This design comes from an exercise in tuning for small area, a short achievable clock period and few clock cycles on the open sky130 flow, not from production work.
Only simulation tests tie the RTL to the original design; equivalence was not proved.
Power figures rest on the tool's default switching activity, not on a simulated workload.

## design/flow/design.v

```verilog
module gfig_rx (
    input  wire         clk,
    input  wire         rst,         
    input  wire         in_valid,
    input  wire [7:0]   in_data,
    input  wire         in_last,
    output wire         in_ready,
    output reg          rep_valid,
    output reg  [2:0]   rep_code,
    output reg  [279:0] rep_data
);
    localparam [7:0] M0 = 8'hB2;
    localparam [7:0] M1 = 8'hA1;
    localparam [7:0] VERSION = 8'h01;
    localparam integer NOISE_KEEP = 256;
    localparam integer CHUNK_MAX  = 32;
    localparam integer CAP        = NOISE_KEEP + CHUNK_MAX;    
    localparam [2:0] R_DATA      = 3'd1;
    localparam [2:0] R_CONFIG    = 3'd2;
    localparam [2:0] R_STATUS    = 3'd3;
    localparam [2:0] R_UNKNOWN   = 3'd4;
    localparam [2:0] R_MALFORMED = 3'd5;
    localparam [2:0] R_STORM     = 3'd6;
    localparam [2:0] S_RECV  = 3'd0;
    localparam [2:0] S_GUARD = 3'd1;
    localparam [2:0] S_SCAN  = 3'd2;
    localparam [2:0] S_HDR   = 3'd3;
    localparam [2:0] S_FRAME = 3'd4;
    localparam [2:0] S_STORM = 3'd5;
    reg [7:0] mem [0:CAP-1];
    reg [8:0] head;
    reg [8:0] len;
    reg [3:0] inv;
    reg [2:0] state;
    reg [8:0] scan_i;        
    reg [7:0] prev;          
    reg [5:0] fk;            
    reg [6:0] fn;            
    reg [1:0] ftype;
    reg [15:0] crc;
    reg [7:0] crc_lo;
    reg       ver_ok;
    reg [279:0] payload;
    function [8:0] bidx;
        input [8:0] h;
        input [8:0] k;
        reg   [9:0] s;
        begin
            s = {1'b0, h} + {1'b0, k};
            if (s >= CAP)
                s = s - CAP;
            bidx = s[8:0];
        end
    endfunction
    function [15:0] crc_byte;
        input [15:0] c;
        input [7:0]  b;
        integer j;
        reg [15:0] r;
        begin
            r = c ^ {b, 8'h00};
            for (j = 0; j < 8; j = j + 1)
                r = r[15] ? ((r << 1) ^ 16'h1021) : (r << 1);
            crc_byte = r;
        end
    endfunction
    reg [8:0] rd_k;
    always @* begin
        case (state)
            S_SCAN:  rd_k = scan_i;
            S_HDR:   rd_k = 9'd3;
            default: rd_k = {3'b000, fk};
        endcase
    end
    wire [7:0] rd_byte = mem[bidx(head, rd_k)];
    reg [6:0] hdr_n;
    always @* begin
        case (rd_byte)
            8'h01:   hdr_n = 7'd16;
            8'h02:   hdr_n = 7'd64;
            8'h03:   hdr_n = 7'd14;
            default: hdr_n = 7'd0;
        endcase
    end
    reg [5:0] last_field;
    always @* begin
        case (ftype)
            2'd1:    last_field = 6'd12;
            2'd2:    last_field = 6'd38;
            default: last_field = 6'd11;
        endcase
    end
    assign in_ready = (state == S_RECV);
    always @(posedge clk) begin
        if (in_valid && in_ready)
            mem[bidx(head, len)] <= in_data;
    end
    always @(posedge clk) begin
        if (rst) begin
            state     <= S_RECV;
            head      <= 9'd0;
            len       <= 9'd0;
            inv       <= 4'd0;
            rep_valid <= 1'b0;
            rep_code  <= 3'd0;
            rep_data  <= 280'd0;
        end else begin
            rep_valid <= 1'b0;
            case (state)
                S_RECV: begin
                    if (in_valid) begin
                        len <= len + 9'd1;
                        if (in_last)
                            state <= S_GUARD;
                    end
                end
                S_GUARD: begin
                    if (len < 9'd8) begin
                        state <= S_RECV;
                    end else begin
                        scan_i <= 9'd0;
                        state  <= S_SCAN;
                    end
                end
                S_SCAN: begin
                    if (scan_i == len) begin
                        if (len > NOISE_KEEP) begin
                            head <= bidx(head, len - NOISE_KEEP);
                            len  <= NOISE_KEEP;
                        end
                        state <= S_RECV;
                    end else begin
                        prev   <= rd_byte;
                        scan_i <= scan_i + 9'd1;
                        if (scan_i != 9'd0 && prev == M0 && rd_byte == M1) begin
                            head  <= bidx(head, scan_i - 9'd1);
                            len   <= len - (scan_i - 9'd1);
                            state <= S_HDR;
                        end
                    end
                end
                S_HDR: begin
                    if (len < 9'd4) begin
                        state <= S_RECV;
                    end else if (hdr_n == 7'd0) begin
                        head      <= bidx(head, 9'd1);
                        len       <= len - 9'd1;
                        inv       <= inv + 4'd1;
                        rep_valid <= 1'b1;
                        rep_code  <= R_UNKNOWN;
                        rep_data  <= 280'd0;
                        state     <= S_STORM;
                    end else if (len < {2'b00, hdr_n}) begin
                        state <= S_RECV;
                    end else begin
                        fn      <= hdr_n;
                        ftype   <= rd_byte[1:0];
                        fk      <= 6'd0;
                        crc     <= 16'hFFFF;
                        ver_ok  <= 1'b0;
                        payload <= 280'd0;
                        state   <= S_FRAME;
                    end
                end
                S_FRAME: begin
                    fk <= fk + 6'd1;
                    if ({1'b0, fk} < fn - 7'd2) begin
                        crc <= crc_byte(crc, rd_byte);
                        if (fk == 6'd2)
                            ver_ok <= (rd_byte == VERSION);
                        if (fk >= 6'd4 && fk <= last_field)
                            payload[8*(fk-6'd4) +: 8] <= rd_byte;
                    end else if ({1'b0, fk} == fn - 7'd2) begin
                        crc_lo <= rd_byte;
                    end else begin
                        head <= bidx(head, {2'b00, fn});
                        len  <= len - {2'b00, fn};
                        rep_valid <= 1'b1;
                        if (ver_ok && {rd_byte, crc_lo} == crc) begin
                            inv      <= 4'd0;
                            rep_code <= {1'b0, ftype};
                            rep_data <= payload;
                        end else begin
                            inv      <= inv + 4'd1;
                            rep_code <= R_MALFORMED;
                            rep_data <= 280'd0;
                        end
                        state <= S_STORM;
                    end
                end
                S_STORM: begin
                    if (inv > 4'd10) begin
                        head      <= 9'd0;
                        len       <= 9'd0;
                        inv       <= 4'd0;
                        rep_valid <= 1'b1;
                        rep_code  <= R_STORM;
                        rep_data  <= 280'd0;
                    end
                    state <= S_GUARD;
                end
                default: state <= S_RECV;
            endcase
        end
    end
endmodule
```

## design/flow/constraint.sdc

```tcl
create_clock -name core_clock -period 11.0 [get_ports {clk}]
set_input_delay 2.2000 -clock core_clock [delete_from_list [all_inputs] [get_ports {clk}]]
set_output_delay 2.2000 -clock core_clock [all_outputs]
set_load 0.01 [all_outputs]
```

## design/flow/run.sh

```bash
#!/bin/bash
# synth_recipe.tcl (not shown) runs the flow's synth.tcl, then flattens the netlist and writes it again
# the make line also repeats each setting of config.mk as NAME=value (left out here)
make -C /OpenROAD-flow-scripts/flow DESIGN_CONFIG=/design/flow/config.mk WORK_HOME=/design/flow/orfs CLKGATE_MAP_FILE= SYNTH_SCRIPT=/design/flow/synth_recipe.tcl finish
```

## design/flow/config.mk

```make
export PLATFORM = sky130hd
export DESIGN_NAME = gfig_rx
export DESIGN_NICKNAME = gfig_rx
export VERILOG_FILES = /design/flow/design.v
export SDC_FILE = /design/flow/constraint.sdc
export NUM_CORES = 4
export LEC_CHECK = 0
export CAP_MARGIN = 20
export CORE_MARGIN = 2
export CORE_UTILIZATION = 40
export SLEW_MARGIN = 20
```

==> metrics.md <==
| Metric | Value |
|---|---|
| DR DRC count | `0` |
| Worst EP required | `11.53 ns` |
| Worst Tran Pin Value | `1.23 ns` |
| Pleak | `0.0447 uW` |
| Post-Synthesis Cells | `7282` |
| Fmax | `~95 MHz` |
| Skew-Pair Late Insertion Delay | `0.93 ns` |
| Most used flip-flop cell after synthesis | `edfxtp_1` |
| Period utilisation layout | `95.7%` |
| WHS Path Cells | `2` |
| DR iter-0 viols | `7290` |
| Routed Antenna Nets | `0` |
| Setup slack after layout | `0.478 ns` |
| Final non-filler cell total | `11900` |
| Crit-path max FO | `92` |
| Initial Utilization | `40.2%` |
| GR peak layer | `met2` |
| Most frequent cells in the layout | `edfxtp_1, nand2_1, mux4_2, nor2_1, clkbuf_16` |
| DR pass1 iterations | `6` |
| Most used cell, CP | `inv_1` |
| Final min period | `10.52 ns` |
| CTS tree | `yes` |
| Comb power frac | `9.3%` |
| Clock slew at reported path FFs | `0.06 ns` |
| Total grt overflow | `0` |
| Share of power burned in registers | `48.6%` |
| Clock Power Share | `between 40% and 50%` |
| DP Cell Count | `11300` |
| Wire per inst | `approximately 26 microns` |
| Register area share after synthesis | `70.8%` |
| FILL cells | `25500` |
| Met3 usage | `3.84%` |
| Most common cell after layout, fill and taps aside | `edfxtp_1` |
| Total of max-cap violations | `0` |
| Family with the most delay on the worst path | `compound AO/OA/AOI/OAI gates` |
| Reg2reg start | `state[0]` |
| FF-to-FF End | `payload[50]` |
| NumNets Final | `7767` |
| Switch Pwr | `6050 uW` |
| Worst-case clock buffer depth | `4` |
| Post-CTS setup buffer count | `0` |
| Largest net degree at the start of global routing | `about 210` |
| DRT Wirelength | `~310000 microns` |
| Pwr/cell area | `181 nW/um^2` |
| Total I/O pin count | `297` |
| Final setup fails | `0` |
| Met1 usage | `29.2%` |
| Number of cell rows | `201` |
| Max incr delay on CP | `0.95 ns` |
| Switching share of power | `24.1%` |
| Crit end category | `flip-flop` |
| Post-CTS Hold Buffers | `0` |
| Tot GR Track Use | `20.1%` |
| Die W | `553 microns` |
| FFs w/ async S/R, synth | `0%` |
| Post-DP HPWL | `197000 microns` |
| R2R cell count | `28` |
| Synthesized area | `121000 sq um` |
| Clk Tree Root Cell | `clkbuf_16` |
| Slowest CP cell | `o311ai_1` |
| Num CTS Buffers | `319` |
| Critical path buffers and inverters | `5` |
| Routed vias | `66800` |
| Critical Path AT | `approximately 11 ns` |
| Hold path startpoint | `rep_data[77]` |
| Final Total Pwr | `roughly 25000 uW` |
| First-pass GRT wire length | `461000 microns` |
| Final core utilization | `46.3%` |
| # clock sinks | `roughly 3000` |
| Antenna violations before repair | `6` |
| Post-place setup slack | `0.911 ns` |
| Setup tns final | `0 ns` |
| Count of pins over their slew limit | `0` |
| Synth Register Bits | `approximately 3000` |
| Worst vdd ir | `0.137 mV` |
| Yosys cell types | `89` |
| Gpl congestion | `0.863` |
| M2 GR Usage | `a little under a third` |
| Die height | `about 550 microns` |
| Total internal power | `19100 uW` |
| Ys Warns | `1` |
| Core area | `300000 sq um` |
| Area grow syn2layout | `15.2%` |
| Share of post-route cells with drive strength above 1 | `20.4%` |
| RSZ-0062 raised after global routing | `false` |
| R2R setup slack | `0.48 ns` |
| CP Launch Type | `flip-flop` |
| Number of global-route vias before repair | `between 60000 and 70000` |
| Post-CTS sizing | `0` |
| Post-synth net total | `7391` |
| Avg Synthesized Cell Area | `roughly 17 sq um` |
| Die ar. | `306000 sq um` |
| Number of synthesized flops with an enable pin | `2637` |
| CP Class | `flip-flop to flip-flop` |
| Hold WC Path Type | `flip-flop to flip-flop` |
| H-tree Lvls | `5` |
| End of the worst hold path | `rep_data[77]` |
| # port buffers | `296` |
| Vias/cell | `5.62` |
| Run status | `timing/DRC/antenna clean` |
| Worst clock skew | `between 0.07 and 0.08 ns` |
| Final Hold Fails | `0` |
| Relative slew margins | `18.1%` |
[worst register-to-register path, delay by kind of cell, from the launching register on]
kind,cells,cell delay [ns]
adders and majority gates,3,1.07
buffers and inverters,5,1.37
AOI/OAI and AO/OA,11,3.60
DFF,1,0.43
and+or+nand+nor,9,3.51
[sequential cells by signal, indices dropped and copies added, names as in the netlist]
name and count:
crc 16, crc_lo 8, fk 6, fn 3, ftype 2, head 9
inv 4, len 9, mem 2304, payload 280, prev 8, rep_code 3
rep_data 280, rep_valid 1, scan_i 9, state 3, ver_ok 1
[worst max-delay path by stage]
stage               startpoint  cells after the start          end  slack (ns)
detailed placement    state[0]                     28  payload[50]        0.91
CTS                   state[0]                     28  payload[50]        0.80
finish                state[0]                     28  payload[50]        0.48
global route          state[0]                     28  payload[50]        0.11
global placement      state[1]                     29  payload[50]        0.91
floorplan             state[1]                     32   payload[0]       0.002
[layer usage]
layer  part of all wire, %  vias to the layer above
met2                    46                     2919
li1                      -                    28800
met1                    43                    34500
met5                     0                        -
met4                   3.1                        0
met3                   7.9                      492
[cell families (layout without fill, tap and decap cells)]
family	after synthesis	count (layout)	share of synthesized area (%)
other	0	5	0
and+or+nand+nor	2023	2023	6.80
AOI/OAI and AO/OA	723	723	4.14
buffers and inverters	492	1133	1.98
DFF	2946	2946	70.8
muxes	879	879	14.4
adders and majority gates	97	97	1.04
xor gates and xnor gates	122	122	0.910
[Yosys cell counts, types with 43 or more instances]
| cell type | n | area [sq um] |
|---|---|---|
| a21oi_1 | 294 | 1470 |
| a21oi_2 | 202 | 1770 |
| buf_2 | 103 | 515 |
| clkbuf_1 | 234 | 878 |
| dfxtp_1 | 309 | 6190 |
| edfxtp_1 | 2637 | 79200 |
| ha_1 | 91 | 1140 |
| inv_1 | 64 | 240 |
| mux2i_1 | 193 | 1930 |
| mux4_2 | 680 | 15300 |
| nand2_1 | 1111 | 4170 |
| nand3_1 | 100 | 500 |
| nor2_1 | 631 | 2370 |
| xnor2_1 | 76 | 666 |
| xor2_1 | 43 | 377 |
[power by group through the flow]
stage | Combinational [uW] | Sequential (uW) | Clock, uW
after floorplan | 1340 | 12400 | 0
after global placement | 2310 | 12500 | 0
after detailed placement | 2340 | 12500 | 0
after CTS | 2340 | 12200 | 10800
after global routing | 2450 | 12200 | 11200
final | 2340 | 12200 | 10600
[through the flow]
stage / cell area [sq um] / hold WS, ns
global route: 139000 / 0.464
global placement: 129000 / 0.446
detailed placement: 129000 / 0.447
floorplan: 121000 / 0.462
finish: 139000 / 0.457
CTS: 139000 / 0.456
[area by class of cell]
| type | count | area, sq um | share of cell area, % |
|---|---|---|---|
| tap | 3958 | 4950 | 3.56 |
| clock buffer | 415 | 8770 | 6.31 |
| inverter | 66 | 255 | 0.184 |
| clock inverter | 171 | 1610 | 1.16 |
| antenna | 5 | 12.5 | 0.00900 |
| sequential | 2946 | 85400 | 61.4 |
| timing repair buffer | 481 | 4900 | 3.53 |
| multi-input combinational | 3844 | 33100 | 23.8 |

[static timing again, ports no longer ideal]
Ports are ideal in the flow. The routed layout listed here was re-timed in OpenROAD. Step 1 (the two cells are an assumption about what drives the block):
set clk [get_ports {clk}]
set_driving_cell -lib_cell sky130_fd_sc_hd__clkbuf_16 $clk
set_driving_cell -lib_cell sky130_fd_sc_hd__buf_2 [delete_from_list [all_inputs] $clk]
Step 2, shift: input delay + t, output delay - t, t = (earliest + latest rising clock arrival at the registers) / 2. This alone moves slack from input paths to output paths. Slacks: no drivers / after step 1 / after step 2; pairs: no drivers / after step 1.
t (ns): 0.984
slack for setup (ns): 0.478 / 0.478 / 0.478
latest minus earliest clock arrival (ns): 0.081 / 0.081
worst register clock-pin slew, ns: 0.07 / 0.07
After both steps this run still meets setup and hold. The setup slack of this run moves by 0.000 ns with the drivers and by 0.000 ns with both steps.
